From an optimization exercise on the open Yosys and OpenROAD flow, aimed at small area, a short achievable clock period and few clock cycles; shortcuts taken in it are not production practice.
Only simulation tests tie the RTL to the original design; equivalence was not proved.
Power is estimated from default activity; no workload was simulated.

[design/flow/config.mk]
export PLATFORM = sky130hd
export DESIGN_NAME = tgui_blit
export DESIGN_NICKNAME = tgui_blit
export VERILOG_FILES = /design/flow/design.v
export SDC_FILE = /design/flow/constraint.sdc
export NUM_CORES = 4
export LEC_CHECK = 0
export CAP_MARGIN = 20
export CORE_MARGIN = 2
export CORE_UTILIZATION = 55
export PLACE_DENSITY = 0.7
export SETUP_SLACK_MARGIN = 5
export SLEW_MARGIN = 20
[design/flow/constraint.sdc]
create_clock -name core_clock -period 12.0 [get_ports {clk}]
set_input_delay 2.4000 -clock core_clock [delete_from_list [all_inputs] [get_ports {clk}]]
set_output_delay 2.4000 -clock core_clock [all_outputs]
set_load 0.01 [all_outputs]
[design/flow/design.v]
module tgui_blit (
    input             clk,
    input             rst,
    input             cmd_valid,
    input      [7:0]  cmd_code,
    input      [7:0]  cmd_rop,
    input      [15:0] cmd_flags,
    input      [31:0] cmd_fg,
    input      [31:0] cmd_bg,
    input      [15:0] cmd_dst_x,
    input      [15:0] cmd_dst_y,
    input      [15:0] cmd_src_x,
    input      [15:0] cmd_src_y,
    input      [15:0] cmd_size_x,
    input      [15:0] cmd_size_y,
    input      [15:0] cmd_clip_left,
    input      [15:0] cmd_clip_top,
    input      [15:0] cmd_clip_right,
    input      [15:0] cmd_clip_bottom,
    input      [9:0]  cmd_rowoffset,
    input      [1:0]  cmd_bpp,
    input             pat_we,
    input      [5:0]  pat_addr,
    input      [7:0]  pat_data,
    output            busy,
    output            mem_req,
    output            mem_we,
    output     [19:0] mem_addr,
    output     [1:0]  mem_size,
    output     [31:0] mem_wdata,
    input             mem_ready,
    input             mem_rvalid,
    input      [31:0] mem_rdata
);
    localparam F_SRCPAT    = 1;
    localparam F_SRCDISP   = 2;
    localparam F_PATMONO   = 5;
    localparam F_SRCMONO   = 6;
    localparam F_YNEG      = 8;
    localparam F_XNEG      = 9;
    localparam F_YMAJ      = 10;
    localparam F_TRANSENA  = 12;
    localparam F_TRANSREV  = 13;
    localparam F_SOLIDFILL = 14;
    localparam P_IDLE  = 2'd0;
    localparam P_SETUP = 2'd1;
    localparam P_RUN   = 2'd2;
    localparam M_BLT  = 2'd0;    
    localparam M_LINE = 2'd1;    
    localparam M_VEC  = 2'd2;    
    localparam SRC_DISP  = 2'd0;
    localparam SRC_PAT   = 2'd1;    
    localparam SRC_CONST = 2'd2;    
    localparam E_FREE = 3'd0;
    localparam E_WS   = 3'd1;       
    localparam E_ND   = 3'd2;       
    localparam E_WD   = 3'd3;       
    localparam E_NW   = 3'd4;       
    localparam E_OW   = 3'd5;       
    reg [1:0] phase;
    reg [7:0] pat_mem [0:63];
    always @(posedge clk)
        if (pat_we)
            pat_mem[pat_addr] <= pat_data;
    reg [1:0]  mode;
    reg [1:0]  srcm;
    reg        usedst;
    reg        trans_on, transrev, solid, patmono, srcmono;
    reg        xneg, yneg, ymaj, vxen, vyen;
    reg [7:0]  rop_s;
    reg [31:0] fg_s, bg_s;
    reg [1:0]  sh;
    reg        em1, em2;                 
    reg        tr_fg, tr_bg, tr_cst, thz;    
    reg        xz;                       
    reg [15:0] clip_l, clip_t, clip_r, clip_b;
    reg [15:0] x0;
    reg [15:0] k1_s, k2_s;
    reg [19:0] stepA, stepB;
    reg [9:0]  ro_n;
    reg [3:0]  mcnt;
    reg        first_setup;
    reg signed [17:0] dx, dy;
    reg [14:0] xcnt, xrel, ycnt;
    reg signed [31:0] err;
    reg [19:0] dst_a, src_a;        
    reg [1:0]  q_cnt;
    reg        q_hd, q_tl;
    reg [19:0] q_dst0, q_dst1, q_src0, q_src1;
    reg [7:0]  q_pb0, q_pb1;
    reg        q_tr0, q_tr1;
    reg        skip_r, stop_r;
    reg [8:0]  e_st_v;
    reg [59:0] e_dst_v;
    reg [95:0] e_dat_v;
    reg [23:0] e_pb_v;
    reg [1:0] tq0, tq1, tq2;
    reg [1:0] tcnt;
    reg        o_req, o_we;
    reg [1:0]  o_slot;
    reg [19:0] o_addr;
    reg [31:0] o_wdata;
    wire [1:0]  in_sh   = (cmd_bpp == 2'd0) ? 2'd0 : (cmd_bpp == 2'd1) ? 2'd1 : 2'd2;
    wire        in_use_src = (((cmd_rop & 8'h33) ^ ((cmd_rop >> 2) & 8'h33)) != 8'h00);
    wire        in_use_dst = (((cmd_rop ^ (cmd_rop >> 1)) & 8'h55) != 8'h00);
    wire        in_line = (cmd_code == 8'h04);
    wire        in_vec  = (cmd_code == 8'h05) || (cmd_code == 8'h06);
    wire [2:0]  in_dir  = cmd_flags[10:8];
    wire        in_xneg = in_vec ? (in_dir == 3'd3 || in_dir == 3'd4 || in_dir == 3'd5) : cmd_flags[F_XNEG];
    wire        in_yneg = in_vec ? (in_dir == 3'd1 || in_dir == 3'd2 || in_dir == 3'd3) : cmd_flags[F_YNEG];
    wire        in_vxen = !in_vec || !(in_dir == 3'd2 || in_dir == 3'd6);
    wire        in_vyen = !in_vec || !(in_dir == 3'd0 || in_dir == 3'd4);
    wire [19:0] in_xb   = {17'd0, in_sh == 2'd2, in_sh == 2'd1, in_sh == 2'd0};
    wire [19:0] in_xdb  = in_xneg ? (20'd0 - in_xb) : in_xb;
    wire [19:0] in_ro8  = {7'd0, cmd_rowoffset, 3'd0};
    wire [19:0] in_yb   = in_yneg ? (20'd0 - in_ro8) : in_ro8;
    wire [14:0] in_szx  = cmd_size_x[15] ? 15'd0 : cmd_size_x[14:0];
    wire [14:0] in_szy  = cmd_size_y[15] ? 15'd0 : cmd_size_y[14:0];
    wire [31:0] in_em   = (in_sh == 2'd0) ? 32'h000000ff : (in_sh == 2'd1) ? 32'h0000ffff : 32'hffffffff;
    wire [31:0] in_tcol = cmd_flags[F_TRANSREV] ? cmd_fg : cmd_bg;
    wire        in_trfg = (((cmd_fg ^ in_tcol) & in_em) == 32'd0);
    wire        in_trbg = (((cmd_bg ^ in_tcol) & in_em) == 32'd0);
    wire        in_tz   = ((in_tcol & in_em) == 32'd0);
    wire        in_thz  = ((in_tcol[31:8] & in_em[31:8]) == 24'd0);
    wire [9:0] ro_a = (cmd_rowoffset[9:2] == 8'd0) ? {cmd_rowoffset[1:0], 8'd0} : cmd_rowoffset;
    wire [3:0] sh_a = (cmd_rowoffset[9:2] == 8'd0) ? 4'd8 : 4'd0;
    wire [9:0] ro_b = (ro_a[9:6] == 4'd0) ? {ro_a[5:0], 4'd0} : ro_a;
    wire [3:0] sh_b = sh_a + ((ro_a[9:6] == 4'd0) ? 4'd4 : 4'd0);
    wire [9:0] ro_c = (ro_b[9:8] == 2'd0) ? {ro_b[7:0], 2'd0} : ro_b;
    wire [3:0] sh_c = sh_b + ((ro_b[9:8] == 2'd0) ? 4'd2 : 4'd0);
    wire [9:0] ro_d = (ro_c[9] == 1'b0) ? {ro_c[8:0], 1'b0} : ro_c;
    wire [3:0] sh_d = sh_c + ((ro_c[9] == 1'b0) ? 4'd1 : 4'd0);
    wire [3:0] in_mcnt = (cmd_rowoffset == 10'd0) ? 4'd0 : (4'd10 - sh_d);
    function [31:0] mix;
        input [7:0]  rop;
        input [31:0] d, p, s;
        integer i;
        begin
            for (i = 0; i < 32; i = i + 1)
                mix[i] = rop[{p[i], s[i], d[i]}];
        end
    endfunction
    wire [31:0] emask = {{16{em2}}, {8{em1}}, 8'hff};
    function [31:0] patv;
        input [7:0] pb;
        input       sol, mono;
        input [31:0] fg, bg;
        begin
            patv = sol ? fg : mono ? (pb[0] ? fg : bg) : {24'd0, pb};
        end
    endfunction
    wire [31:0] sconst   = srcmono ? bg_s : 32'd0;
    wire [31:0] tcol_m   = (transrev ? fg_s : bg_s) & emask;
    wire        need_rd  = (srcm == SRC_DISP) || usedst;
    wire        running  = (phase == P_RUN);
    wire        row_end = xz;
    wire [2:0]  pat_px   = dx[2:0];
    wire [2:0]  pat_py   = dy[2:0];
    wire [7:0]  pat_byte = pat_mem[{pat_py, patmono ? 3'd0 : pat_px}];
    wire [7:0]  pb_cur   = patmono ? {7'd0, pat_byte[3'd7 - pat_px]} : pat_byte;
    wire [7:0]  tcol8    = transrev ? fg_s[7:0] : bg_s[7:0];
    wire        pat_tr   = solid ? tr_fg : patmono ? (pb_cur[0] ? tr_fg : tr_bg) : (thz && (pat_byte == tcol8));
    wire signed [17:0] cl18 = {{2{clip_l[15]}}, clip_l};
    wire signed [17:0] cr18 = {{2{clip_r[15]}}, clip_r};
    wire signed [17:0] ct18 = {{2{clip_t[15]}}, clip_t};
    wire signed [17:0] cb18 = {{2{clip_b[15]}}, clip_b};
    wire x_lo      = (dx < cl18);
    wire x_hi      = (dx > cr18);
    wire y_lo      = (dy < ct18);
    wire y_hi      = (dy > cb18);
    wire clip_ok   = !x_lo && !x_hi && !y_lo && !y_hi;
    wire far_y     = (y_hi && (!yneg || !vyen)) || (y_lo && (yneg || !vyen));
    wire far_x     = (x_hi && (!xneg || !vxen)) || (x_lo && (xneg || !vxen));
    wire w_stop    = far_y || ((mode != M_BLT) && far_x);
    wire w_skip    = (mode == M_BLT) && !row_end && (y_lo || y_hi || far_x);
    wire stop_now  = stop_r;
    wire skip_now  = skip_r && !row_end;
    wire trans_cur = trans_on && (srcm != SRC_DISP) && ((srcm == SRC_PAT) ? pat_tr : tr_cst);
    reg  [2:0] e_val, e_nw, e_nd, e_hz;
    integer j;
    always @* begin
        for (j = 0; j < 3; j = j + 1) begin
            e_val[j] = (e_st_v[3*j +: 3] != E_FREE);
            e_nw[j]  = (e_st_v[3*j +: 3] == E_NW);
            e_nd[j]  = (e_st_v[3*j +: 3] == E_ND);
            e_hz[j]  = e_val[j] && !((e_st_v[3*j +: 3] == E_OW) && mem_ready) &&
                       ((e_dst_v[20*j +: 20] == p_dst) ||
                        ((srcm == SRC_DISP) && (e_dst_v[20*j +: 20] == p_src)));
        end
    end
    wire       any_free  = !(&e_val);
    wire [1:0] free_i    = !e_val[0] ? 2'd0 : !e_val[1] ? 2'd1 : 2'd2;
    wire [1:0] nw_i      = e_nw[0] ? 2'd0 : e_nw[1] ? 2'd1 : 2'd2;
    wire [1:0] nd_i      = e_nd[0] ? 2'd0 : e_nd[1] ? 2'd1 : 2'd2;
    wire       p_val     = (q_cnt != 2'd0);
    wire [19:0] p_dst    = q_hd ? q_dst1 : q_dst0;
    wire [19:0] p_src    = q_hd ? q_src1 : q_src0;
    wire [7:0]  p_pb     = q_hd ? q_pb1  : q_pb0;
    wire        p_tr     = q_hd ? q_tr1  : q_tr0;
    wire       p_ok      = p_val && !p_tr && any_free && !(|e_hz);
    wire        rv     = mem_rvalid && (tcnt != 2'd0);
    wire [1:0]  rt     = tq0;
    wire [2:0]  rt_st  = e_st_v[3*rt +: 3];
    wire        rt_ws  = (rt_st == E_WS);
    wire [31:0] rdm    = mem_rdata & emask;
    wire        rt_tr  = trans_on && (rdm == tcol_m);
    wire        rv_w   = rv && (rt_ws ? !usedst : 1'b1);
    wire        rv_d   = rv && rt_ws && usedst;
    wire        rv_sq  = rt_ws && rt_tr;
    wire [7:0]  m_pb   = need_rd ? e_pb_v[8*rt +: 8] : p_pb;
    wire [31:0] m_p    = patv(m_pb, solid, patmono, fg_s, bg_s);
    wire [31:0] m_s    = (srcm == SRC_DISP) ? (rt_ws ? rdm : e_dat_v[32*rt +: 32]) :
                         (srcm == SRC_PAT)  ? m_p : sconst;
    wire [31:0] m_out  = mix(rop_s, rdm, m_p, m_s) & emask;
    wire hold     = o_req && !mem_ready;
    wire sel_rvw  = !hold && rv_w;
    wire sel_nw   = !hold && !rv_w && (|e_nw);
    wire sel_rvd  = !hold && !rv_w && !(|e_nw) && rv_d;
    wire sel_nd   = !hold && !rv_w && !(|e_nw) && !rv_d && (|e_nd);
    wire sel_p    = !hold && !rv_w && !(|e_nw) && !rv_d && !(|e_nd) && p_ok && need_rd;
    wire alloc_w  = p_ok && !need_rd;           
    wire p_take   = sel_p || alloc_w;
    wire p_pop    = p_take || (p_val && p_tr);   
    wire adv      = running && !stop_now && !skip_now && (q_cnt != 2'd2);
    wire p_load   = adv && clip_ok;
    assign mem_req   = o_req;
    assign mem_we    = o_we;
    assign mem_addr  = o_addr;
    assign mem_size  = sh;
    assign mem_wdata = o_wdata;
    reg  [2:0] ev;                       
    assign busy = (phase != P_IDLE) || p_val || (|ev);
    wire taken    = o_req && mem_ready;
    wire rd_taken = taken && !o_we;
    wire        err_ge  = !err[31];
    wire        last    = (mode == M_BLT) ? (row_end && ycnt == 15'd0) : (ycnt == 15'd0);
    wire        use_b   = (mode == M_BLT) ? row_end : (mode == M_LINE) ? err_ge : 1'b1;
    wire        mvx     = (mode == M_LINE) ? (err_ge || !ymaj) : vxen;
    wire        mvy     = (mode == M_LINE) ? (err_ge || ymaj)  : vyen;
    wire signed [17:0] dx_n = dx + (xneg ? -18'sd1 : 18'sd1);
    wire signed [17:0] dy_n = dy + (yneg ? -18'sd1 : 18'sd1);
    wire        setup_fin = (mcnt == 4'd0);
    wire [19:0] y8   = {dy[16:0], 3'd0};
    wire [19:0] sy8  = {k1_s[15], k1_s, 3'd0};
    wire [19:0] xs   = {{2{dx[17]}}, dx} << sh;
    wire [19:0] sxs  = {{4{k2_s[15]}}, k2_s} << sh;
    wire [19:0] xcs  = {5'd0, xcnt} << sh;
    wire        s_inv = skip_now && xneg;
    wire [19:0] stp  = skip_now ? (xcs ^ {20{xneg}}) : use_b ? stepB : stepA;
    wire [19:0] da_a = running ? dst_a : setup_fin ? dst_a : {dst_a[18:0], 1'b0};
    wire [19:0] da_b = running ? stp   : setup_fin ? xs    : (ro_n[9] ? y8 : 20'd0);
    wire [19:0] sa_a = running ? src_a : setup_fin ? src_a : {src_a[18:0], 1'b0};
    wire [19:0] sa_b = running ? stp   : setup_fin ? sxs   : (ro_n[9] ? sy8 : 20'd0);
    wire [19:0] da_n = da_a + da_b + {19'd0, running && s_inv};
    wire [19:0] sa_n = sa_a + sa_b + {19'd0, running && s_inv};
    wire [19:0] xrs  = {5'd0, xrel} << sh;
    wire [19:0] xdb  = xneg ? (20'd0 - {17'd0, sh == 2'd2, sh == 2'd1, sh == 2'd0})
                            : {17'd0, sh == 2'd2, sh == 2'd1, sh == 2'd0};
    wire        q2_inv = (mode == M_BLT) && !xneg;
    wire [19:0] q2   = (mode == M_BLT) ? (xrs ^ {20{q2_inv}}) : vxen ? xdb : 20'd0;
    reg [8:0] e_st_n;
    integer k;
    always @* begin
        e_st_n = e_st_v;
        for (k = 0; k < 3; k = k + 1) begin
            if (taken && o_we && o_slot == k)
                e_st_n[3*k +: 3] = E_FREE;
            if (sel_nw && nw_i == k)
                e_st_n[3*k +: 3] = E_OW;
            if (sel_nd && nd_i == k)
                e_st_n[3*k +: 3] = E_WD;
            if (rv && rt == k) begin
                if (rt_ws)
                    e_st_n[3*k +: 3] = rt_tr ? E_FREE : sel_rvw ? E_OW : sel_rvd ? E_WD :
                                       usedst ? E_ND : E_NW;
                else
                    e_st_n[3*k +: 3] = sel_rvw ? E_OW : E_NW;
            end
            if (p_take && free_i == k)
                e_st_n[3*k +: 3] = (srcm == SRC_DISP) ? E_WS : usedst ? E_WD : E_NW;
        end
    end
    integer i;
    always @(posedge clk) begin
        if (rst) begin
            phase  <= P_IDLE;
            e_st_v <= 9'd0;
            ev     <= 3'd0;
            tcnt   <= 2'd0;
            q_cnt  <= 2'd0;
            q_hd   <= 1'b0;
            q_tl   <= 1'b0;
            o_req  <= 1'b0;
        end else begin
            if (rv) begin
                tq0 <= tq1;
                tq1 <= tq2;
            end
            if (rd_taken) begin
                case (tcnt - (rv ? 2'd1 : 2'd0))
                2'd0: tq0 <= o_slot;
                2'd1: tq1 <= o_slot;
                default: tq2 <= o_slot;
                endcase
            end
            tcnt <= tcnt + (rd_taken ? 2'd1 : 2'd0) - (rv ? 2'd1 : 2'd0);
            if (!hold) begin
                o_req <= ((sel_rvw || sel_rvd) && !rv_sq) || sel_nw || sel_nd || sel_p;
                o_we  <= sel_rvw || sel_nw;
                if (sel_rvw || sel_rvd) begin
                    o_slot <= rt;
                    o_addr <= e_dst_v[20*rt +: 20];
                end else if (sel_nw) begin
                    o_slot <= nw_i;
                    o_addr <= e_dst_v[20*nw_i +: 20];
                end else if (sel_nd) begin
                    o_slot <= nd_i;
                    o_addr <= e_dst_v[20*nd_i +: 20];
                end else begin
                    o_slot <= free_i;
                    o_addr <= (srcm == SRC_DISP) ? p_src : p_dst;
                end
                o_wdata <= sel_rvw ? m_out : e_dat_v[32*nw_i +: 32];
            end
            e_st_v <= e_st_n;
            for (i = 0; i < 3; i = i + 1) begin
                ev[i] <= (e_st_n[3*i +: 3] != E_FREE);
                if (rv && rt == i)
                    e_dat_v[32*i +: 32] <= (rt_ws && usedst) ? rdm : m_out;
                if (p_take && free_i == i) begin
                    e_dst_v[20*i +: 20] <= p_dst;
                    e_pb_v[8*i +: 8]    <= p_pb;
                    e_dat_v[32*i +: 32] <= m_out;
                end
            end
            if (adv) begin
                if (q_tl) begin
                    q_dst1 <= dst_a;
                    q_src1 <= src_a;
                    q_pb1  <= pb_cur;
                    q_tr1  <= trans_cur;
                end else begin
                    q_dst0 <= dst_a;
                    q_src0 <= src_a;
                    q_pb0  <= pb_cur;
                    q_tr0  <= trans_cur;
                end
            end
            if (p_load)
                q_tl <= !q_tl;
            if (p_pop)
                q_hd <= !q_hd;
            q_cnt <= q_cnt + (p_load ? 2'd1 : 2'd0) - (p_pop ? 2'd1 : 2'd0);
            case (phase)
            P_IDLE: begin
                if (cmd_valid && !busy) begin
                    rop_s    <= cmd_rop;
                    fg_s     <= cmd_fg;
                    bg_s     <= cmd_bg;
                    sh       <= in_sh;
                    em1      <= (in_sh != 2'd0);
                    em2      <= (in_sh == 2'd2);
                    tr_fg    <= in_trfg;
                    tr_bg    <= in_trbg;
                    tr_cst   <= cmd_flags[F_SRCMONO] ? in_trbg : in_tz;
                    thz      <= in_thz;
                    xz       <= (in_szx == 15'd0);
                    clip_l   <= cmd_clip_left;
                    clip_t   <= cmd_clip_top;
                    clip_r   <= cmd_clip_right;
                    clip_b   <= cmd_clip_bottom;
                    x0       <= cmd_dst_x;
                    dx       <= {{2{cmd_dst_x[15]}}, cmd_dst_x};
                    dy       <= {{2{cmd_dst_y[15]}}, cmd_dst_y};
                    k1_s     <= cmd_src_y;
                    k2_s     <= cmd_src_x;
                    err      <= {{16{cmd_size_x[15]}}, cmd_size_x};
                    xrel     <= in_szx;
                    xcnt     <= in_szx;
                    ycnt     <= (cmd_code == 8'h03) ? 15'd0 : in_szy;
                    usedst   <= in_use_dst;
                    transrev <= cmd_flags[F_TRANSREV];
                    srcmono  <= cmd_flags[F_SRCMONO];
                    patmono  <= cmd_flags[F_PATMONO] && !(in_line || in_vec);
                    solid    <= cmd_flags[F_SOLIDFILL] || in_line || in_vec;
                    trans_on <= (cmd_code == 8'h01) && cmd_flags[F_TRANSENA];
                    xneg     <= in_xneg;
                    yneg     <= in_yneg;
                    ymaj     <= cmd_flags[F_YMAJ];
                    vxen     <= in_vxen;
                    vyen     <= in_vyen;
                    stepA    <= (in_line && cmd_flags[F_YMAJ]) ? in_yb : in_xdb;
                    stepB    <= in_vyen ? in_yb : 20'd0;
                    ro_n     <= ro_d;
                    mcnt     <= in_mcnt;
                    first_setup <= 1'b1;
                    skip_r   <= 1'b0;
                    stop_r   <= 1'b0;
                    dst_a    <= 20'd0;
                    src_a    <= 20'd0;
                    mode     <= in_line ? M_LINE : in_vec ? M_VEC : M_BLT;
                    srcm     <= SRC_PAT;
                    case (cmd_code)
                    8'h01: begin
                        if (cmd_flags[F_SRCDISP]) begin
                            srcm  <= SRC_DISP;
                            phase <= P_SETUP;
                        end else if (cmd_flags[F_SRCPAT]) begin
                            phase <= P_SETUP;
                        end else if (!in_use_src) begin
                            srcm  <= SRC_CONST;
                            phase <= P_SETUP;
                        end
                    end
                    8'h03: begin
                        if (cmd_flags[F_SRCDISP] || !cmd_flags[F_SRCPAT])
                            srcm <= SRC_DISP;
                        phase <= P_SETUP;
                    end
                    8'h04, 8'h05, 8'h06:
                        phase <= P_SETUP;
                    default: ;
                    endcase
                end
            end
            P_SETUP: begin
                first_setup <= 1'b0;
                if (first_setup)
                    stepB <= stepB + q2 + {19'd0, q2_inv};
                dst_a <= da_n;
                src_a <= sa_n;
                ro_n  <= {ro_n[8:0], 1'b0};
                mcnt  <= mcnt - 4'd1;
                if (setup_fin)
                    phase <= P_RUN;
            end
            P_RUN: begin
                if (stop_now)
                    phase <= P_IDLE;
                else if (skip_now) begin
                    dst_a  <= da_n;
                    src_a  <= sa_n;
                    xcnt   <= 15'd0;
                    xz     <= 1'b1;
                    skip_r <= 1'b0;
                end else if (adv) begin
                    skip_r <= w_skip;
                    stop_r <= w_stop;
                    dst_a <= da_n;
                    src_a <= sa_n;
                    if (mode == M_BLT) begin
                        xcnt <= row_end ? xrel : xcnt - 15'd1;
                        xz   <= row_end ? (xrel == 15'd0) : (xcnt == 15'd1);
                        if (row_end) begin
                            dx   <= {{2{x0[15]}}, x0};
                            dy   <= dy_n;
                            ycnt <= ycnt - 15'd1;
                        end else
                            dx <= dx_n;
                    end else begin
                        ycnt <= ycnt - 15'd1;
                        if (mvx) dx <= dx_n;
                        if (mvy) dy <= dy_n;
                        if (mode == M_LINE)
                            err <= err + (err_ge ? {{16{k2_s[15]}}, k2_s} : {{16{k1_s[15]}}, k1_s});
                    end
                    if (last)
                        phase <= P_IDLE;
                end
            end
            default: ;
            endcase
        end
    end
endmodule
[design/flow/flow/run.sh]
#!/bin/bash
set -euo pipefail
bash standard.sh SETUP_SLACK_MARGIN=8 "BUFFER_PORTS_ARGS=-buffer_cell sky130_fd_sc_hd__buf_2" finish > layout_make.log 2>&1
[design/flow/standard.sh]
#!/bin/bash
# synth_recipe.tcl (not shown) runs the flow's synth.tcl, then flattens the netlist and writes it again
# the make line also repeats each setting of config.mk as NAME=value (left out here)
make -C /OpenROAD-flow-scripts/flow DESIGN_CONFIG=/design/flow/config.mk WORK_HOME=/design/flow/orfs CLKGATE_MAP_FILE= SYNTH_SCRIPT=/design/flow/synth_recipe.tcl "${@:-finish}"
==> results by group, run 1 <==
Job
  – Max cap viols: 0

Worst setup path
  – CP Launch Type: flop
  – CP cell instances: inv_1, ha_4, nand3b_1, buf_2
  – Critical path data required time: between 9 and 10 ns
  – Slowest library cell on the worst path: dfxtp_2
  – Worst setup EP type: output pin
  – Worst r2r src: sh[1]
  – CP peak stage delay: between 0.3 and 0.4 ns
  – R2R Setup Slk: between 7 and 8 ns
  – R2r endpoint: dst_a[18]
  – R2R depth: 20
  – Top Family by Delay on Critical Path: flip-flops
  – CP Data Arrival Time: just under 2 ns
  – CP Depth: 4
  – CP Class: reg2out
  – Crit. Startpoint: phase[1]
  – CP Max Fanout: 7
  – CP Buf/Inv Count: 2

Timing
  – Final period util: 36.5%
  – Final Hold Viols: 0
  – RSZ-0062 raised after global routing: yes
  – Count of pins over their slew limit: 0
  – Fmax: roughly 230 MHz
  – Measured slew at the worst slew-check pin: between 1 and 1.5 ns
  – Final min period: 4.39 ns
  – Final setup fails: 0
  – Rel. slew slack: 27.8%
  – Worst Skew: between 0.04 and 0.05 ns
  – Setup TNS: 0 ns

GRT
  – Pin count of the biggest net entering global routing: 145
  – Met3 Use GR: roughly 6.2%
  – GR Layer Usage met2: around 48%
  – Number of global-route vias before repair: ~50,000
  – GRT Total Usage: between 30% and 40%
  – First-pass GRT wire length: ~320,000 um
  – Grt ovf: 0
  – Initial antenna violation count: 15
  – Routing usage on met1: between 40% and 50%
  – GRT busiest layer: met2

Floorplanning
  – Ports: between 300 and 400
  – Die X: between 300 and 400 um
  – Core area: 129,000 sq um
  – Die height: about 370 um
  – Std cell rows: between 100 and 150
  – Initial core utilization: a little under three fifths
  – Die area: between 100,000 and 150,000 sq um

Min path
  – HP Class: reg2reg
  – Hold Path End: q_src0[19]
  – Critical hold path startpoint: src_a[19]
  – Worst Hold Path Cells: 0

Layout
  – Area grow syn2layout: 17.2%
  – Commonest non-fill, non-tap cell in the layout: edfxtp_1
  – Final Cell Area: ~84,000 sq um
  – Most frequent cells in the layout: 1,262 x edfxtp_1, 492 x nand2_1, 418 x mux2i_1
  – Layout cells sized above 1: 21.8%
  – Final core occ: around 65%
  – Layout net count: roughly 7,000

Logic synthesis
  – Area leader, netlist: edfxtp_1
  – Simple-gate share of the synthesized area: under 10%
  – Multiplexer share of the synthesized area: 12.8%
  – Sequential share of the synthesized area: a little over half
  – Post-synthesis compound-gate area fraction: 12.7%
  – Distinct cells, synth: 91
  – Main combinational cell family by area after synthesis: multiplexers
  – XOR/XNOR share of the synthesized area: under 10%
  – Post-synth EDFFs: around 1,300
  – Synth Area in Adders: approximately 3.8%
  – Most used DFF post-synth: edfxtp_1
  – Synth warnings: 1
  – Share of flip-flops with an asynchronous set or reset: 0%
  – Synthesized flop and latch total: roughly 1,300
  – Syn nets: about 6,600
  – Synth Instances: approximately 6,000
  – Dominant cells by area after synthesis: edfxtp_1 53%, mux2i_1 6.6%, ha_1 3.5%
  – Syn Area/Cell: 11.8 sq um
  – Post-synthesis instance area: just over 70,000 sq um
  – Synth top area share: a little over half

Route
  – Final wirelength: between 200,000 and 250,000 um
  – Number of remaining DRC errors: 0
  – DR pass1 iterations: 9
  – Number of antenna-violating nets in the routed design: 0
  – Via count: roughly 55,000
  – Via density per instance: 6.52
  – DRT iter0 DRCs: roughly 7,300
  – DR WL/cell: 26.6 um

Clock tree
  – CTS max path bufs: 3
  – TritonCTS Sinks: about 1,300
  – H-tree depth: 4
  – Number of buffers created by CTS: around 140
  – Reg clk slew, reported paths: about 0.060 ns
  – CTS tree: yes
  – Worst-skew pair later-pin latency: roughly 0.80 ns
  – Clock root cell: clkbuf_16
  – # hold bufs at CTS: 0

Placed design
  – # port buffers: 370
  – DP Area: roughly 75,000 sq um
  – Dpl hpwl: around 140,000 um
  – GPL Wtd Cong: 0.944

Power
  – Max IR drop VDD: 0.000153 V
  – PD cells: ~200 nW/um^2
  – Leak: a little over 0.03 uW

Run status
  – Status: finished clean
-- cell usage after synthesis (34+ instances only) --
cell type	count
edfxtp_1	1262
nand2_1	508
mux2i_1	470
nor2_1	395
a21oi_1	348
o21ai_0	302
clkbuf_1	271
xnor2_1	213
ha_1	202
mux2_2	190
inv_1	166
xor2_1	137
nand3_1	132
o211ai_1	121
a22oi_1	113
nor3_1	85
a221oi_1	72
nor2b_1	71
nor4_1	66
mux4_2	63
a31oi_1	61
a211oi_1	54
a21o_1	52
buf_1	52
nand2b_1	47
nand4_1	46
o21ai_1	46
buf_2	39
o21a_1	34
-- state kept, by name, summed over array words and instances (netlist names), 24 cells and up --
name     cells
err         32
e_dat_v     96
e_pb_v      24
fg_s        32
bg_s        32
e_dst_v     60
pat_mem    512
o_wdata     32
-- where the power goes --
| group | leakage (uW) | internal (uW) | switching, uW |
|---|---|---|---|
| logic | 0.0169 | 2570 | 3820 |
| registers | 0.0116 | 5610 | 355 |
| clock network | 0.00226 | 2550 | 1890 |
-- per-layer routing --
| layer | up-vias | share of wire (%) |
|---|---|---|
| met3 | 484 | 11 |
| met4 | 8 | 3.6 |
| met5 | - | 0.022 |
| li1 | 24089 | - |
| met2 | 3291 | 44 |
| met1 | 26660 | 41 |
-- stage by stage --
| step | std cells | hold WS, ns | power, uW | setup WS (ns) |
|---|---|---|---|---|
| 4_1_cts | 8284 | 0.479 | 16300 | 7.59 |
| 6_report | 8366 | 0.480 | 16800 | 7.61 |
| 2_1_floorplan | 6093 | 0.444 | 9870 | 5.43 |
| 5_1_grt | 8363 | 0.517 | 17500 | 7.48 |
| 3_5_place_dp | 7934 | 0.477 | 11500 | 5.96 |
| 3_3_place_gp | 7929 | 0.465 | 11400 | 6.09 |
-- area by class of cell --
type                            count  area, sq um
Antenna cell                       10         25.0
Clock buffer                      164         3560
Clock inverter                     90         1130
Fill cell                        9700        45500
Inverter                          173          679
Multi-Input combinational cell   4265        33100
Sequential cell                  1283        38300
Tap cell                         1742         2180
Timing Repair Buffer              639         5030
-- worst max-delay path by stage --
stage | endpoint | slack (ns)
CTS | busy | 7.59
floorplan | bg_s[0] | 5.43
global placement | dst_a[19] | 6.09
finish | busy | 7.61
global route | dst_a[18] | 7.48
detailed placement | dst_a[19] | 5.96
-- cell families after synthesis --
kind of cell	count (synthesis)
AO/OA/AOI/OAI	1412
multiplexers	777
buffers and inverters	552
flip-flops	1283
XOR/XNOR	350
adder cells (fa/ha/maj)	211
AND/OR/NAND/NOR	1508
-- repair_timing --
| action | CTS | global route |
|---|---|---|
| resized for setup | 276 | 204 |
| endpoints found under the hold margin | 0 | 0 |
| pin swaps | 49 | 88 |
| buffers inserted | 76 | 62 |
| endpoints found under the setup margin | 711 | 549 |
| gates cloned | 20 | 10 |
Testbench counts, summed over its fixed seeds: cycles 298,733.
==> run 2: changes to the inputs <==
--- a/design/flow/config.mk
+++ b/design/flow/config.mk
@@ -5,6 +5,7 @@
 export SDC_FILE = /design/flow/constraint.sdc
 export NUM_CORES = 4
 export LEC_CHECK = 0
+export ABC_AREA = 1
 export CAP_MARGIN = 20
 export CORE_MARGIN = 2
 export CORE_UTILIZATION = 55
==> results by group, run 2 <==
Timing
  – Setup TNS: 0 ns
  – Worst Skew: roughly 0.048 ns
  – Final min period: 4.17 ns
  – Final period util: 34.8%
  – Measured slew at the worst slew-check pin: approximately 1.1 ns
  – Fmax: 240 MHz
  – Final setup fails: 0
  – RSZ-0062 raised after global routing: yes
  – Count of pins over their slew limit: 0
  – Final Hold Viols: 0
  – Hold_ws: roughly 0.48 ns
  – Rel. slew slack: 28.3%

Layout
  – Commonest non-fill, non-tap cell in the layout: nand2_1
  – Max reg flops: a little over 500
  – Final core occ: about 64%
  – Layout net count: just over 9,000
  – Layout cells sized above 1: 14.3%
  – Largest regs: pat_mem: 512 flops, e_dat_v: 96 flops, e_dst_v: 60 flops
  – Area grow syn2layout: 16.2%
  – Register with the most flip-flops: pat_mem
  – Fillers: roughly 11,000
  – Most frequent cells in the layout: 2,167 x nand2_1, 1,262 x edfxtp_1, 713 x nand3_1
  – Final Cell Area: approximately 85,000 sq um

Logic synthesis
  – Dominant cells by area after synthesis: edfxtp_1 52%, nand2_1 11%, nand3_1 5.0%
  – Synth top cells by count: 2,199 x nand2_1, 1,262 x edfxtp_1, 736 x nand3_1, 657 x inv_1, 648 x o21ai_0
  – Share of flip-flops with an asynchronous set or reset: 0%
  – Synthesized flop and latch total: about 1,300
  – Sequential share of the synthesized area: a little over half
  – Most common cell in the netlist: nand2_1
  – Synth warnings: 1
  – Synth top area share: 51.9%
  – Most used DFF post-synth: edfxtp_1
  – Synth Instances: ~8,200
  – Syn Area/Cell: between 8 and 9 sq um
  – Post-synthesis instance area: between 70,000 and 80,000 sq um
  – Syn nets: 8,747
  – Post-synth EDFFs: 1,262
  – Distinct cells, synth: 72
  – Area leader, netlist: edfxtp_1

Route
  – DRT iter0 DRCs: roughly 9,500
  – DR WL/cell: 23.8 um
  – Number of remaining DRC errors: 0
  – Via count: roughly 65,000
  – Via density per instance: 6.17
  – Number of antenna-violating nets in the routed design: 0
  – DR pass1 iterations: 9
  – Final wirelength: between 200,000 and 250,000 um

Worst setup path
  – Worst setup EP type: flop
  – R2R depth: 24
  – Critical path data required time: 12.53 ns
  – R2r endpoint: src_a[14]
  – R2R Setup Slk: roughly 7.8 ns
  – Worst r2r src: sh[0]
  – CP Data Arrival Time: about 4.7 ns
  – CP Max Fanout: 14
  – CP Launch Type: flop
  – CP Class: reg2reg

Floorplanning
  – Die area: around 140,000 sq um
  – Initial core utilization: between 50 and 60%
  – Core area: 132,000 sq um
  – Ports: ~380
  – Die height: between 300 and 400 um
  – Die X: about 370 um
  – Std cell rows: 133

Placed design
  – DP Area: ~76,000 sq um
  – Dpl hpwl: 160,000 um
  – GPL Wtd Cong: between 0.9 and 1
  – # port buffers: 370

Power
  – Final Power: about 15,000 uW
  – Internal cell power: 9640 uW
  – Clk pwr share: between 20 and 30%
  – Sw Share: around 37%
  – Max IR drop VDD: 0.000168 V
  – Leak: between 0.03 and 0.04 uW
  – Logic pwr share: 34.6%
  – Seq pwr share: 37.1%
  – PD cells: 182 nW/um^2
  – Switch Pwr: about 5800 uW

Clock tree
  – # hold bufs at CTS: 0
  – Clock root cell: clkbuf_16
  – H-tree depth: 4
  – Reg clk slew, reported paths: about 0.06 ns
  – Worst-skew pair later-pin latency: about 0.82 ns
  – Number of buffers created by CTS: roughly 140
  – TritonCTS Sinks: about 1,300
  – CTS tree: yes
  – CTS max path bufs: 3

GRT
  – GRT Total Usage: 35.1%
  – Grt ovf: 0
  – Pin count of the biggest net entering global routing: 96
  – Initial antenna violation count: 10
  – GRT busiest layer: met2
  – Number of global-route vias before repair: 58,721
  – GR Layer Usage met2: 53.2%
  – Met3 Use GR: under 10%
  – Routing usage on met1: between 40% and 50%
  – First-pass GRT wire length: ~360,000 um

Min path
  – Hold Path End: q_src0[15]
  – HP Class: reg2reg
  – Critical hold path startpoint: src_a[15]
  – Worst Hold Path Cells: 0

Run status
  – Status: finished clean

Job
  – Max cap viols: 0
==> run 2: changes by cell type after synthesis, sizes merged, moves of 100 or more <==
cell	change
nand3	+626
inv	+525
mux2	-227
o21ai	+439
mux2i	-463
xnor2	-172
a21oi	+100
nand2	+1707
a22oi	-107
==> run 2: power by group through the flow <==
stage                     Combinational [uW]  Sequential [uW]  Clock, uW
after floorplan                         3070             5800          0
after global placement                  4490             5800          0
after detailed placement                4570             5810          0
after CTS                               4960             5720       4380
after global routing                    5710             5750       4560
final                                   5340             5720       4360
==> run 2: timing repair <==
| action | 4_1_cts | 5_1_grt |
|---|---|---|
| resized for setup | 298 | 197 |
| gates cloned | 30 | 12 |
| endpoints found under the setup margin | 696 | 293 |
| pin swaps | 54 | 77 |
| buffers inserted | 81 | 61 |
==> run 2: layer usage <==
| metal | wire length (um) | share of wire [%] | vias up |
|---|---|---|---|
| met5 | 92 | 0.037 | - |
| met4 | 10900 | 4.4 | 16 |
| li1 | - | - | 29548 |
| met3 | 31500 | 13 | 660 |
| met1 | 97000 | 39 | 30321 |
| met2 | 110000 | 44 | 4217 |
==> run 2: worst max-delay path, stage by stage (launching register included) <==
cell and delay [ns]:
edfxtp_1 0.46, buf_6 0.15, bufbuf_16 0.29, nand2_1 0.08, nand3_1 0.10, o21ai_1 0.09
or2_2 0.31, a31oi_4 0.24, nor3_2 0.11, ha_1 0.37, a21oi_1 0.23, nand2_2 0.10
nand2_1 0.06, nand2_1 0.06, a21oi_2 0.16, nor2_1 0.06, nor2_1 0.13, o21bai_2 0.10
nand2_1 0.08, nand2_2 0.07, a21oi_4 0.17, o21ai_2 0.08, a21boi_1 0.21, nand2_1 0.07
nor3b_1 0.13
==> run 2: worst max path at each step <==
stage | startpoint | endpoint | slack (ns) | depth (start not counted)
final | sh[0] | src_a[14] | 7.83 | 24
after floorplan | rst | bg_s[0] | 5.43 | 3
after CTS | phase[1] | busy | 7.78 | 6
after detailed placement | mem_rvalid | e_dst_v[6] | 5.95 | 13
after global placement | mem_rvalid | e_dst_v[6] | 5.98 | 13
after global routing | err[31] | dst_a[14] | 7.57 | 27
==> run 2: cells by family after synthesis <==
kind of cell    after synthesis  share of synthesized area, %
simple gates               3624                          21.0
compound gates             1765                          14.1
flops                      1283                          52.5
buf+inv                    1117                          6.09
fa+ha+maj                   211                          3.71
xor+xnor                    208                          2.50
mux                           8                         0.120
==> run 2: stage by stage <==
| step | setup WS [ns] | instances |
|---|---|---|
| final | 7.83 | 10489 |
| after floorplan | 5.43 | 8216 |
| after detailed placement | 5.95 | 10043 |
| after CTS | 7.78 | 10411 |
| after global placement | 5.98 | 10042 |
| after global routing | 7.57 | 10485 |
==> run 2: area by class of cell <==
class / count / area, sq um / share of cell area [%]
Sequential cell: 1283 / 38300 / 45.2
Multi-Input combinational cell: 5827 / 31700 / 37.5
Timing Repair Buffer: 634 / 4960 / 5.86
Clock buffer: 182 / 3760 / 4.43
Inverter: 721 / 2850 / 3.36
Tap cell: 1755 / 2200 / 2.59
Clock inverter: 75 / 863 / 1.02
Timing Repair inverter: 7 / 50.0 / 0.0590
Antenna cell: 5 / 12.5 / 0.0148
==> run 3: changes to the inputs <==
--- a/design/flow/config.mk
+++ b/design/flow/config.mk
@@ -9,6 +9,7 @@
 export CAP_MARGIN = 20
 export CORE_MARGIN = 2
 export CORE_UTILIZATION = 55
+export GPL_TIMING_DRIVEN = 0
 export PLACE_DENSITY = 0.7
 export SETUP_SLACK_MARGIN = 5
 export SLEW_MARGIN = 20
==> results by group, run 3 <==
Timing
  – Setup TNS: 0 ns
  – Final period util: about 36%
  – Measured slew at the worst slew-check pin: between 1 and 1.5 ns
  – Worst Skew: about 0.081 ns
  – Final setup fails: 0
  – Hold_ws: a little under 0.5 ns
  – Fmax: 231 MHz
  – Final min period: ~4.3 ns
  – RSZ-0062 raised after global routing: yes
  – Rel. slew slack: between 10% and 20%
  – Final Hold Viols: 0
  – Count of pins over their slew limit: 0

Route
  – DRT iter0 DRCs: 10,549
  – Final wirelength: just under 300,000 um
  – Number of remaining DRC errors: 0
  – DR WL/cell: 27.2 um
  – DR pass1 iterations: 7
  – Via density per instance: around 6.4
  – Number of antenna-violating nets in the routed design: 0
  – Via count: between 60,000 and 70,000

GRT
  – GRT Total Usage: 41.8%
  – Initial antenna violation count: 11
  – Grt ovf: 0
  – Pin count of the biggest net entering global routing: 65
  – Number of global-route vias before repair: ~63,000
  – First-pass GRT wire length: approximately 420,000 um

Power
  – Leak: ~0.034 uW
  – Clk pwr share: between 20% and 30%
  – Max IR drop VDD: 0.000160 V
  – Logic pwr share: 35.8%
  – Switch Pwr: slightly above 6000 uW
  – Sw Share: about two fifths
  – Seq pwr share: ~37%
  – PD cells: roughly 180 nW/um^2
  – Final Power: 15,700 uW
  – Internal cell power: ~9600 uW

Logic synthesis
  – Area leader, netlist: edfxtp_1
  – Post-synth EDFFs: 1,262
  – Syn nets: 8,747
  – Sequential share of the synthesized area: about 53%
  – Dominant cells by area after synthesis: edfxtp_1 52%, nand2_1 11%, nand3_1 5.0%
  – Most common cell in the netlist: nand2_1
  – Distinct cells, synth: around 70
  – Synth warnings: 1
  – Synth top cells by count: 2,199 x nand2_1, 1,262 x edfxtp_1, 736 x nand3_1, 657 x inv_1, 648 x o21ai_0
  – Synth top area share: between 50% and 60%
  – Synthesized flop and latch total: between 1,000 and 1,500
  – Synth Instances: between 8,000 and 9,000
  – Share of flip-flops with an asynchronous set or reset: 0%
  – Post-synthesis instance area: around 73,000 sq um
  – Most used DFF post-synth: edfxtp_1
  – Syn Area/Cell: a little under 9 sq um

Floorplanning
  – Initial core utilization: approximately 55%
  – Std cell rows: between 100 and 150
  – Die area: 136,000 sq um
  – Core area: approximately 130,000 sq um
  – Die height: around 370 um
  – Die X: roughly 370 um
  – Ports: between 300 and 400

Layout
  – Final Cell Area: between 80,000 and 90,000 sq um
  – Final core occ: approximately 65%
  – Largest regs: pat_mem: 512 flops, e_dat_v: 96 flops, e_dst_v: 60 flops
  – Layout net count: 9,430
  – Register with the most flip-flops: pat_mem
  – Area grow syn2layout: 17.1%
  – Commonest non-fill, non-tap cell in the layout: nand2_1
  – Most frequent cells in the layout: 2,169 x nand2_1, 1,262 x edfxtp_1, 716 x nand3_1
  – Max reg flops: 512
  – Layout cells sized above 1: 15.8%

Worst setup path
  – Worst setup EP type: output pin
  – CP Launch Type: flop
  – CP Buf/Inv Count: 3
  – Top Family by Delay on Critical Path: buffers and inverters
  – CP peak stage delay: between 0.3 and 0.4 ns
  – CP Max Fanout: 3
  – R2R Setup Slk: ~7.7 ns
  – CP cell instances: inv_4, ha_4, clkinvlp_4, nor2_4, nand3_4, buf_6
  – Slowest library cell on the worst path: dfxtp_2
  – CP Data Arrival Time: 1.93 ns
  – CP Class: reg2out
  – Crit. Startpoint: phase[0]
  – Critical path data required time: around 9.6 ns
  – Worst r2r src: sh[1]

Run status
  – Status: finished clean

Placed design
  – DP Area: about 78,000 sq um
  – Dpl hpwl: ~220,000 um
  – GPL Wtd Cong: ~1.1
  – # port buffers: around 360

Min path
  – Critical hold path startpoint: src_a[11]
  – HP Class: reg2reg

Clock tree
  – TritonCTS Sinks: 1,283
  – CTS max path bufs: 3
  – # hold bufs at CTS: 0
  – H-tree depth: 4
  – CTS tree: yes
  – Reg clk slew, reported paths: about 0.06 ns
  – Worst-skew pair later-pin latency: 0.82 ns
  – Number of buffers created by CTS: between 100 and 150
  – Clock root cell: clkbuf_16

Job
  – Max cap viols: 0
run 3: stage by stage:
| step | setup WS [ns] | std cells |
|---|---|---|
| finish | 7.67 | 10768 |
| global route | 7.54 | 10764 |
| CTS | 7.63 | 10698 |
| detailed placement | 5.80 | 10378 |
| global placement | 3.54 | 10334 |
| floorplan | 5.43 | 8216 |
run 3: path summary, 6_finish.rpt:
kind | to | cells after the start
setup reg to reg | dst_a[14] | 25
setup / recovery | busy | 6
hold reg to reg | q_src1[11] | 0
hold / removal | q_src1[11] | 0
run 3: power groups by stage:
stage | registers (uW) | logic [uW] | clock network [uW]
after floorplan | 5800 | 3070 | 0
after global placement | 5860 | 4920 | 0
after CTS | 5730 | 5220 | 4350
final | 5750 | 5630 | 4360
after global routing | 5770 | 5950 | 4530
after detailed placement | 5830 | 5070 | 0
run 3: what timing repair did:
| action | 4_1_cts | 5_1_grt |
|---|---|---|
| gates resized for setup | 315 | 348 |
| cloned | 0 | 0 |
| pin swaps | 34 | 99 |
| endpoints found under the hold margin | 0 | 0 |
| endpoints found under the setup margin | 363 | 358 |
| setup buffers | 67 | 66 |
run 3: cells by family (layout without fill, tap and decap cells):
| logic type | Yosys count | count (layout) | share of synthesized area, % |
|---|---|---|---|
| muxes | 8 | 8 | 0.120 |
| buffers and inverters | 1117 | 1910 | 6.09 |
| xor gates and xnor gates | 208 | 208 | 2.50 |
| and+or+nand+nor | 3624 | 3624 | 21.0 |
| AOI/OAI and AO/OA | 1765 | 1765 | 14.1 |
| adders and majority gates | 211 | 211 | 3.71 |
| DFF | 1283 | 1283 | 52.5 |
| other | 0 | 4 | 0 |
run 3: routing by layer:
metal  up-vias  routed length, um  GRT usage, %
li1      30118                  -             -
met1     32147             108000          55.8
met2      5166             126000          62.3
met3      1078              38900          10.1
met4         8              19700          23.8
met5         -                 53             0
run 3: area by class of cell:
class	count	area [sq um]
diodes	4	10.0
plain buffers	396	2280
clock buffers	166	3640
clock inverters	87	967
fillers	10857	46200
inverters	721	2770
multi-input cells	5816	31600
flip-flops and latches	1283	38300
well taps	1755	2200
repair buffers	540	3670
run 3: worst register-to-register path: cells and delay by family, from the launching register on:
| family | cells | cell delay, ns |
|---|---|---|
| AOI/OAI and AO/OA | 7 | 1.11 |
| adders and majority gates | 2 | 0.73 |
| buffers and inverters | 4 | 0.72 |
| DFF | 1 | 0.45 |
| and+or+nand+nor | 12 | 0.98 |
==> run 4: changes to the inputs <==
--- a/design/flow/config.mk
+++ b/design/flow/config.mk
@@ -6,10 +6,9 @@
 export NUM_CORES = 4
 export LEC_CHECK = 0
 export ABC_AREA = 1
-export CAP_MARGIN = 20
+export CAP_MARGIN = 10
 export CORE_MARGIN = 2
 export CORE_UTILIZATION = 55
-export GPL_TIMING_DRIVEN = 0
 export PLACE_DENSITY = 0.7
 export SETUP_SLACK_MARGIN = 5
-export SLEW_MARGIN = 20
+export SLEW_MARGIN = 10
==> results by group, run 4 <==
Logic synthesis
  – Dominant cells by area after synthesis: edfxtp_1 52%, nand2_1 11%, nand3_1 5.0%
  – Share of flip-flops with an asynchronous set or reset: 0%
  – Most used DFF post-synth: edfxtp_1
  – Distinct cells, synth: just over 70
  – Post-synth EDFFs: roughly 1,300
  – Syn nets: 8,747
  – Synth Instances: ~8,200
  – Most common cell in the netlist: nand2_1
  – Syn Area/Cell: ~8.9 sq um
  – Sequential share of the synthesized area: a little over half
  – Synth warnings: 1
  – Post-synthesis instance area: about 73,000 sq um
  – Synthesized flop and latch total: between 1,000 and 1,500
  – Area leader, netlist: edfxtp_1
  – Synth top cells by count: 2,199 x nand2_1, 1,262 x edfxtp_1, 736 x nand3_1, 657 x inv_1, 648 x o21ai_0
  – Synth top area share: 51.9%

GRT
  – GRT busiest layer: met2
  – Routing usage on met1: between 40% and 50%
  – GR Layer Usage met2: between 50 and 60%
  – Number of global-route vias before repair: just under 60,000
  – Met3 Use GR: ~7.7%
  – GRT Total Usage: around a third
  – Grt ovf: 0
  – Initial antenna violation count: 9
  – Pin count of the biggest net entering global routing: 96
  – First-pass GRT wire length: around 360,000 um

Route
  – Via count: roughly 65,000
  – Number of remaining DRC errors: 0
  – DR pass1 iterations: 9
  – DRT iter0 DRCs: 9,430
  – Final wirelength: approximately 250,000 um
  – Via density per instance: approximately 6
  – DR WL/cell: between 20 and 25 um
  – Number of antenna-violating nets in the routed design: 0

Floorplanning
  – Std cell rows: ~130
  – Die area: roughly 140,000 sq um
  – Core area: between 100,000 and 150,000 sq um
  – Die X: roughly 370 um
  – Die height: approximately 370 um
  – Initial core utilization: 55.4%
  – Ports: ~380

Timing
  – Worst Skew: 0.0803 ns
  – Final Hold Viols: 0
  – Count of pins over their slew limit: 0
  – Hold_ws: around 0.48 ns
  – Setup TNS: 0 ns
  – Final setup fails: 0
  – Rel. slew slack: ~16%
  – Fmax: roughly 240 MHz
  – Final period util: around a third
  – Measured slew at the worst slew-check pin: 1.26 ns
  – Setup ws final: 7.79 ns
  – RSZ-0062 raised after global routing: yes
  – Final min period: 4.21 ns

Layout
  – Layout cells sized above 1: 14.1%
  – Area grow syn2layout: 15.9%
  – Most frequent cells in the layout: 2,170 x nand2_1, 1,262 x edfxtp_1, 716 x nand3_1
  – Post-Layout Cell Count: roughly 10,000
  – Commonest non-fill, non-tap cell in the layout: nand2_1
  – Layout net count: 9,147
  – Final Cell Area: roughly 85,000 sq um
  – Fillers: about 11,000
  – Max reg flops: ~500
  – Register with the most flip-flops: pat_mem
  – Largest regs: pat_mem: 512 flops, e_dat_v: 96 flops, e_dst_v: 60 flops

Clock tree
  – CTS max path bufs: 3
  – Clock root cell: clkbuf_16
  – Reg clk slew, reported paths: about 0.060 ns
  – CTS tree: yes
  – Worst-skew pair later-pin latency: slightly above 0.8 ns
  – TritonCTS Sinks: 1,283
  – Number of buffers created by CTS: 142
  – H-tree depth: 4

Worst setup path
  – CP Class: reg2out
  – Critical path data required time: 9.60 ns
  – CP Launch Type: flop
  – Worst setup EP type: output pin
  – CP Max Fanout: 3
  – CP Data Arrival Time: roughly 1.8 ns

Min path
  – HP Class: reg2reg

Placed design
  – Worst slack, placed: about 6 ns
  – DP Area: 76,200 sq um
  – Dpl cells: roughly 10,000
  – Dpl hpwl: ~160,000 um
  – GPL Wtd Cong: about 0.99
  – # port buffers: 370

Power
  – Max IR drop VDD: ~0.00015 V
  – Leak: 0.0338 uW
  – PD cells: 182 nW/um^2

Job
  – Max cap viols: 0

Run status
  – Status: finished clean
==> run 4: layout make-up <==
| cell class | count | area, sq um | share of cell area [%] |
|---|---|---|---|
| clock inverter | 71 | 802 | 0.949 |
| timing repair buffer | 633 | 4850 | 5.74 |
| sequential | 1283 | 38300 | 45.3 |
| tap | 1755 | 2200 | 2.60 |
| clock buffer | 188 | 3770 | 4.46 |
| antenna | 4 | 10.0 | 0.0118 |
| timing repair inverter | 8 | 56.3 | 0.0666 |
| inverter | 721 | 2840 | 3.36 |
| multi-input combinational | 5827 | 31700 | 37.5 |
==> run 4: per-stage QoR <==
| step | total power, uW | util (%) |
|---|---|---|
| finish | 15400 | 64.2 |
| global route | 16000 | 64.2 |
| CTS | 15000 | 63.1 |
| detailed placement | 10400 | 57.9 |
| global placement | 10300 | 57.9 |
| floorplan | 8870 | - |
==> run 4: final timing paths <==
path,slack [ns],startpoint,end,depth (start not counted)
hold / removal,0.48,src_a[15],q_src0[15],0
hold reg to reg,0.48,src_a[15],q_src0[15],0
setup / recovery,7.79,phase[0],busy,6
setup reg to reg,7.81,mode[1],src_a[4],30
==> run 4: critical path, stage by stage (launching register included) <==
cell and delay [ns]:
dfxtp_4 0.35, inv_4 0.08, ha_4 0.17, inv_8 0.04
nor2_4 0.10, nand3_4 0.11, buf_6 0.15
==> run 4: where the power goes <==
group / internal, uW / switching (uW)
registers: 5510 / 211
logic: 1650 / 3700
clock network: 2400 / 1910
==> run 4: cell families (layout without fill, tap and decap cells) <==
group / Yosys count / count (layout) / synth area share (%)
XOR/XNOR: 208 / 208 / 2.50
flip-flops: 1283 / 1283 / 52.5
other: 0 / 4 / 0
buffers and inverters: 1117 / 1621 / 6.09
adder cells (fa/ha/maj): 211 / 211 / 3.71
multiplexers: 8 / 8 / 0.120
AND/OR/NAND/NOR: 3624 / 3635 / 21.0
AO/OA/AOI/OAI: 1765 / 1765 / 14.1
==> run 4: layer usage <==
| metal | part of all wire [%] | vias to the layer above |
|---|---|---|
| li1 | - | 29554 |
| met3 | 12 | 665 |
| met1 | 39 | 30320 |
| met4 | 4.2 | 8 |
| met5 | 0.016 | - |
| met2 | 44 | 4122 |
==> run 4: timing repair <==
item                       4_1_cts  5_1_grt
hold buffers                     0        0
gates resized for setup        286      189
setup endpoints to repair      714      346
buffers inserted                88       59
gates cloned                    29        8
pin swaps                       50       82
==> run 5: changes to the inputs <==
==> design/flow/config.mk (replaced) <==
export PLATFORM = sky130hd
export DESIGN_NAME = tgui_blit
export DESIGN_NICKNAME = tgui_blit
export VERILOG_FILES = /design/flow/design.v
export SDC_FILE = /design/flow/constraint.sdc
export NUM_CORES = 4
export LEC_CHECK = 0
export ABC_AREA = 1
export CAP_MARGIN = 20
export CORE_MARGIN = 2
export CORE_UTILIZATION = 45
export PLACE_DENSITY = 0.65
export SETUP_SLACK_MARGIN = 5
export SLEW_MARGIN = 20
==> results by group, run 5 <==
Power
  – Leak: around 0.034 uW
  – Sw Share: between 30% and 40%
  – Switch Pwr: around 6000 uW
  – Seq pwr share: 36.4%
  – Max IR drop VDD: ~0.00018 V
  – Clk pwr share: 28.4%
  – PD cells: 183 nW/um^2
  – Internal cell power: slightly below 10,000 uW
  – Logic pwr share: 35.2%

Logic synthesis
  – Distinct cells, synth: just over 70
  – Dominant cells by area after synthesis: edfxtp_1 52%, nand2_1 11%, nand3_1 5.0%
  – Syn Area/Cell: around 9 sq um
  – Share of flip-flops with an asynchronous set or reset: 0%
  – Most common cell in the netlist: nand2_1
  – Post-synth EDFFs: between 1,000 and 1,500
  – Sequential share of the synthesized area: around 53%
  – Synth Instances: between 8,000 and 9,000
  – Post-synthesis instance area: 72,900 sq um
  – Synth top cells by count: 2,199 x nand2_1, 1,262 x edfxtp_1, 736 x nand3_1, 657 x inv_1, 648 x o21ai_0
  – Area leader, netlist: edfxtp_1
  – Most used DFF post-synth: edfxtp_1
  – Syn nets: 8,747
  – Synth warnings: 1
  – Synth top area share: 51.9%
  – Synthesized flop and latch total: 1,283

Worst setup path
  – CP peak stage delay: 0.33 ns
  – CP Class: reg2out
  – R2r endpoint: dst_a[19]
  – CP Data Arrival Time: between 1.5 and 2 ns
  – CP Launch Type: flop
  – Worst setup EP type: output pin
  – CP cell instances: inv_2, ha_4, clkinvlp_4, nor2_4, nand3_4, buf_6
  – CP Max Fanout: 2
  – R2R Setup Slk: 7.80 ns
  – Slowest library cell on the worst path: dfxtp_2
  – Worst r2r src: err[31]
  – Critical path data required time: approximately 9.6 ns
  – R2R depth: 29

Route
  – Via density per instance: between 5 and 6
  – DR pass1 iterations: 7
  – Via count: around 65,000
  – Number of remaining DRC errors: 0
  – DRT iter0 DRCs: 8,617
  – DR WL/cell: 24.0 um
  – Final wirelength: 263,000 um
  – Number of antenna-violating nets in the routed design: 0

GRT
  – Grt ovf: 0
  – First-pass GRT wire length: 379,000 um
  – Number of global-route vias before repair: about 60,000
  – Pin count of the biggest net entering global routing: 99
  – Initial antenna violation count: 18
  – GRT Total Usage: 30.6%

Timing
  – Fmax: around 230 MHz
  – Final Hold Viols: 0
  – Setup TNS: 0 ns
  – Count of pins over their slew limit: 0
  – Final setup fails: 0
  – Rel. slew slack: 25.7%
  – RSZ-0062 raised after global routing: yes
  – Worst Skew: between 0.05 and 0.06 ns
  – Final period util: between 30% and 40%
  – Final min period: 4.36 ns
  – Hold_ws: 0.466 ns
  – Measured slew at the worst slew-check pin: 1.11 ns

Layout
  – Fillers: 14,211
  – Register with the most flip-flops: pat_mem
  – Largest regs: pat_mem: 512 flops, e_dat_v: 96 flops, e_dst_v: 60 flops
  – Post-Layout Cell Count: around 11,000
  – Layout cells sized above 1: roughly 15%
  – Commonest non-fill, non-tap cell in the layout: nand2_1
  – Layout net count: roughly 9,200
  – Max reg flops: 512
  – Area grow syn2layout: 18.0%
  – Final core occ: between 50% and 60%
  – Most frequent cells in the layout: 2,159 x nand2_1, 1,262 x edfxtp_1, 718 x nand3_1

Placed design
  – Dpl cells: between 10,000 and 15,000
  – GPL Wtd Cong: between 0.9 and 1
  – # port buffers: 370
  – Dpl hpwl: about 170,000 um

Clock tree
  – TritonCTS Sinks: 1,283
  – Reg clk slew, reported paths: around 0.060 ns
  – Number of buffers created by CTS: around 150
  – Worst-skew pair later-pin latency: ~0.84 ns
  – CTS tree: yes
  – Clock root cell: clkbuf_16
  – # hold bufs at CTS: 0
  – H-tree depth: 4
  – CTS max path bufs: 3

Job
  – Max cap viols: 0

Min path
  – HP Class: reg2reg
  – Critical hold path startpoint: src_a[1]
  – Hold Path End: q_src0[1]
  – Worst Hold Path Cells: 0

Floorplanning
  – Die height: slightly above 400 um
  – Initial core utilization: a little under half
  – Die X: around 410 um
  – Die area: between 150,000 and 200,000 sq um
  – Ports: between 300 and 400
  – Core area: roughly 160,000 sq um
  – Std cell rows: between 100 and 150

Run status
  – Status: finished clean
## run 5: cell counts after synthesis
Identical to the previous run, type by type.
## run 5: worst max-delay path by stage
| stage | from | endpoint | slack [ns] | cells past startpoint |
|---|---|---|---|---|
| after global placement | tq0[1] | e_dst_v[30] | 5.72 | 15 |
| after detailed placement | tq0[1] | e_dst_v[30] | 5.70 | 15 |
| after global routing | phase[0] | busy | 7.60 | 6 |
| final | phase[1] | busy | 7.64 | 6 |
| after CTS | phase[1] | busy | 7.61 | 6 |
| after floorplan | rst | bg_s[0] | 5.43 | 3 |
## run 5: layout make-up
type / instances / area, sq um / share of cell area [%]
sequential: 1283 / 38300 / 44.5
tap: 2160 / 2700 / 3.14
clock inverter: 89 / 981 / 1.14
antenna: 2 / 5.00 / 0.00582
multi-input combinational: 5828 / 32000 / 37.2
timing repair inverter: 8 / 60.1 / 0.0698
timing repair buffer: 667 / 5310 / 6.17
inverter: 721 / 2900 / 3.37
clock buffer: 176 / 3780 / 4.39
## run 5: what timing repair did
item                       4_1_cts  5_1_grt
pin swaps                       78      116
buffers inserted               120       48
setup endpoints to repair      716      658
cloned                          33       11
hold endpoints to repair         0        0
gates resized for setup        320      255
## run 5: power groups by stage
stage               sequential [uW]  combinational, uW  clock, uW
floorplan                      5800               3070          0
global placement               5800               4580          0
detailed placement             5810               4660          0
CTS                            5720               5120       4510
global route                   5750               5930       4680
finish                         5720               5530       4470
## run 5: kinds of logic (layout without fill, tap and decap cells)
group                    count (synthesis)  after routing  share of synthesized area [%]
multiplexers                             8              8                          0.120
adder cells (fa/ha/maj)                211            211                           3.71
buffers and inverters                 1117           1661                           6.09
XOR/XNOR                               208            208                           2.50
flip-flops                            1283           1283                           52.5
other                                    0              2                              0
AND/OR/NAND/NOR                       3624           3636                           21.0
AO/OA/AOI/OAI                         1765           1765                           14.1
## run 5: critical path, delay by kind of cell, from the launching register on
| family | cells | cell delay, ns |
|---|---|---|
| buf+inv | 3 | 0.38 |
| flops | 1 | 0.33 |
| simple gates | 2 | 0.27 |
| fa+ha+maj | 1 | 0.16 |
## run 5: per-stage QoR
stage	setup WS, ns	power, uW	area (sq um)
floorplan	5.43	8870	73000
global placement	5.72	10400	76800
detailed placement	5.70	10500	76800
CTS	7.61	15300	84500
global route	7.60	16400	86000
finish	7.64	15700	86000
## run 5: routing by layer
| layer | vias to the layer above | share of wire, % | track usage (%) | routed length (um) |
|---|---|---|---|---|
| li1 | 29654 | - | - | - |
| met1 | 30622 | 41 | 42.9 | 107000 |
| met2 | 3744 | 43 | 45.8 | 114000 |
| met3 | 660 | 11 | 6.97 | 29700 |
| met4 | 20 | 4.5 | 12.7 | 11800 |
| met5 | - | 0.042 | 0 | 111 |
==> run 6: changes to the inputs <==
==> design/flow/flow/run.sh (replaced) <==
#!/bin/bash
set -euo pipefail
bash standard.sh SETUP_SLACK_MARGIN=8 finish > layout_make.log 2>&1
--- a/design/flow/config.mk
+++ b/design/flow/config.mk
@@ -8,7 +8,8 @@
 export ABC_AREA = 1
 export CAP_MARGIN = 20
 export CORE_MARGIN = 2
-export CORE_UTILIZATION = 45
-export PLACE_DENSITY = 0.65
+export CORE_UTILIZATION = 55
+export PLACE_DENSITY = 0.7
 export SETUP_SLACK_MARGIN = 5
 export SLEW_MARGIN = 20
+export TNS_END_PERCENT = 0
==> results by group, run 6 <==
Layout
  – Final Cell Area: 84,900 sq um
  – Most frequent cells in the layout: 2,185 x nand2_1, 1,262 x edfxtp_1, 732 x nand3_1
  – Final core occ: 64.5%
  – Commonest non-fill, non-tap cell in the layout: nand2_1
  – Area grow syn2layout: 16.4%
  – Max reg flops: 512
  – Layout cells sized above 1: 8.55%
  – Largest regs: pat_mem: 512 flops, e_dat_v: 96 flops, e_dst_v: 60 flops
  – Layout net count: 9,073
  – Register with the most flip-flops: pat_mem

Route
  – Top sig layer: met5
  – Number of antenna-violating nets in the routed design: 0
  – Via density per instance: roughly 6
  – Number of remaining DRC errors: 0
  – Final wirelength: 247,000 um
  – DRT iter0 DRCs: 9,128
  – DR WL/cell: 23.7 um
  – DR pass1 iterations: 8
  – M1 WL: between 90,000 and 100,000 um
  – Via count: around 64,000
  – Metal3 WL: around 28,000 um
  – Met2 Routed Length: 110,000 um

Worst setup path
  – CP Launch Type: input pin
  – CP Max Fanout: 8
  – Worst r2r src: tq0[1]
  – Crit. Startpoint: pat_addr[1]
  – Worst setup EP type: flop
  – Critical path data required time: 12.41 ns
  – CP Class: in2reg
  – CP Data Arrival Time: between 4 and 5 ns

Clock tree
  – # hold bufs at CTS: 0
  – CTS max path bufs: 3
  – Worst-skew pair later-pin latency: just under 0.8 ns
  – CTS tree: yes
  – Reg clk slew, reported paths: 0.06 ns
  – TritonCTS Sinks: ~1,300
  – Clock root cell: clkbuf_16
  – Number of buffers created by CTS: 142
  – H-tree depth: 4

Logic synthesis
  – Post-synthesis compound-gate area fraction: between 10% and 20%
  – Share of flip-flops with an asynchronous set or reset: 0%
  – Multiplexer share of the synthesized area: less than 1%
  – Synth top cells by count: 2,199 x nand2_1, 1,262 x edfxtp_1, 736 x nand3_1, 657 x inv_1, 648 x o21ai_0
  – Synthesized flop and latch total: 1,283
  – Post-synthesis instance area: between 70,000 and 80,000 sq um
  – Sequential share of the synthesized area: a little over half
  – Simple-gate share of the synthesized area: 21.0%
  – XOR/XNOR share of the synthesized area: 2.50%
  – Synth warnings: 1
  – Post-synth EDFFs: ~1,300
  – Main combinational cell family by area after synthesis: simple AND/OR/NAND/NOR gates
  – Syn Area/Cell: roughly 9 sq um
  – Most used DFF post-synth: edfxtp_1
  – Dominant cells by area after synthesis: edfxtp_1 52%, nand2_1 11%, nand3_1 5.0%
  – Synth Area in Adders: around 3.7%
  – Area leader, netlist: edfxtp_1
  – Synth Instances: a little over 8,000
  – Distinct cells, synth: 72
  – Synth top area share: about half
  – Syn nets: around 8,700
  – Most common cell in the netlist: nand2_1

Floorplanning
  – Std cell rows: approximately 130
  – Initial core utilization: a little under three fifths
  – Core area: between 100,000 and 150,000 sq um
  – Die X: ~370 um
  – Ports: 377
  – Die height: ~370 um
  – Die area: ~140,000 sq um

Timing
  – Rel. slew slack: ~29%
  – Worst Skew: approximately 0.04 ns
  – Final min period: 4.43 ns
  – Setup TNS: 0 ns
  – Count of pins over their slew limit: 0
  – Measured slew at the worst slew-check pin: around 1.1 ns
  – Final Hold Viols: 0
  – Final setup fails: 0
  – RSZ-0062 raised after global routing: yes
  – Final period util: ~37%
  – Hold_ws: 0.481 ns
  – Fmax: between 200 and 250 MHz

Power
  – Leak: between 0.03 and 0.04 uW
  – PD cells: between 150 and 200 nW/um^2
  – Final Power: 15,400 uW
  – Max IR drop VDD: around 0.00014 V

GRT
  – Pin count of the biggest net entering global routing: 151
  – GRT Total Usage: 35.4%
  – First-pass GRT wire length: approximately 360,000 um
  – Grt ovf: 0
  – Number of global-route vias before repair: a little under 60,000
  – Initial antenna violation count: 4

Placed design
  – # port buffers: 370
  – Dpl hpwl: roughly 160,000 um
  – GPL Wtd Cong: a little under 1
  – DP Area: roughly 80,000 sq um

Min path
  – HP Class: reg2reg
  – Critical hold path startpoint: src_a[15]

Job
  – Max cap viols: 0

Run status
  – Status: finished clean
==> run 6: report_power, final <==
part	leakage, uW	internal, uW	switching [uW]	total (uW)
Combinational	0.0195	1630	3610	5240
Sequential	0.0116	5510	212	5720
Clock	0.00230	2560	1890	4450
Total	0.0334	9700	5710	15400
==> run 6: cells by family after synthesis <==
kind of cell | count (synthesis)
buffers and inverters | 1117
AND/OR/NAND/NOR | 3624
adder cells (fa/ha/maj) | 211
XOR/XNOR | 208
multiplexers | 8
AO/OA/AOI/OAI | 1765
flip-flops | 1283
==> run 6: worst paths after layout <==
path | cells past startpoint | slack (ns) | endpoint
setup reg to reg | 16 | 7.70 | o_wdata[4]
hold reg to reg | 0 | 0.48 | q_src1[15]
setup / recovery | 4 | 7.57 | pat_mem[17][0]
hold / removal | 0 | 0.48 | q_src1[15]
==> run 6: layout make-up <==
type / count / area (sq um)
Timing Repair inverter: 5 / 32.5
Timing Repair Buffer: 566 / 5800
Tap cell: 1755 / 2200
Multi-Input combinational cell: 5823 / 31000
Clock inverter: 89 / 1030
Inverter: 721 / 2810
Antenna cell: 1 / 2.50
Fill cell: 10842 / 46700
Clock buffer: 170 / 3710
Sequential cell: 1283 / 38300
==> run 6: per-stage QoR <==
stage / instances / worst slack [ns]
finish: 10413 / 7.57
global route: 10412 / 7.49
detailed placement: 10044 / 5.58
floorplan: 8216 / 5.43
CTS: 10379 / 7.73
global placement: 10044 / 5.62
==> run 6: what timing repair did <==
| item | CTS | global route |
|---|---|---|
| endpoints found under the setup margin | 1437 | 1268 |
| setup buffers | 54 | 30 |
| pin swaps | 22 | 28 |
| cloned | 22 | 3 |
| resized for setup | 217 | 78 |
==> run 6: layer usage <==
layer  vias up  global-route usage, %
met5         -                      0
met4         2                   14.1
met2      3840                   53.8
met3       591                   7.07
li1      29387                      -
met1     30095                   50.0
==> run 6: worst max-delay path: stages <==
cell and delay, ns:
clkdlybuf4s50_1 0.57, inv_1 0.26, nand4_1 0.71, nor2_1 0.90

Setup slack of run 6, layout unchanged: 7.570 ns with ideal ports, 7.618 ns with driving cells assumed (clock clkbuf_16, inputs buf_2), 6.774 ns with port delays also shifted by the 0.851 ns mid clock arrival.
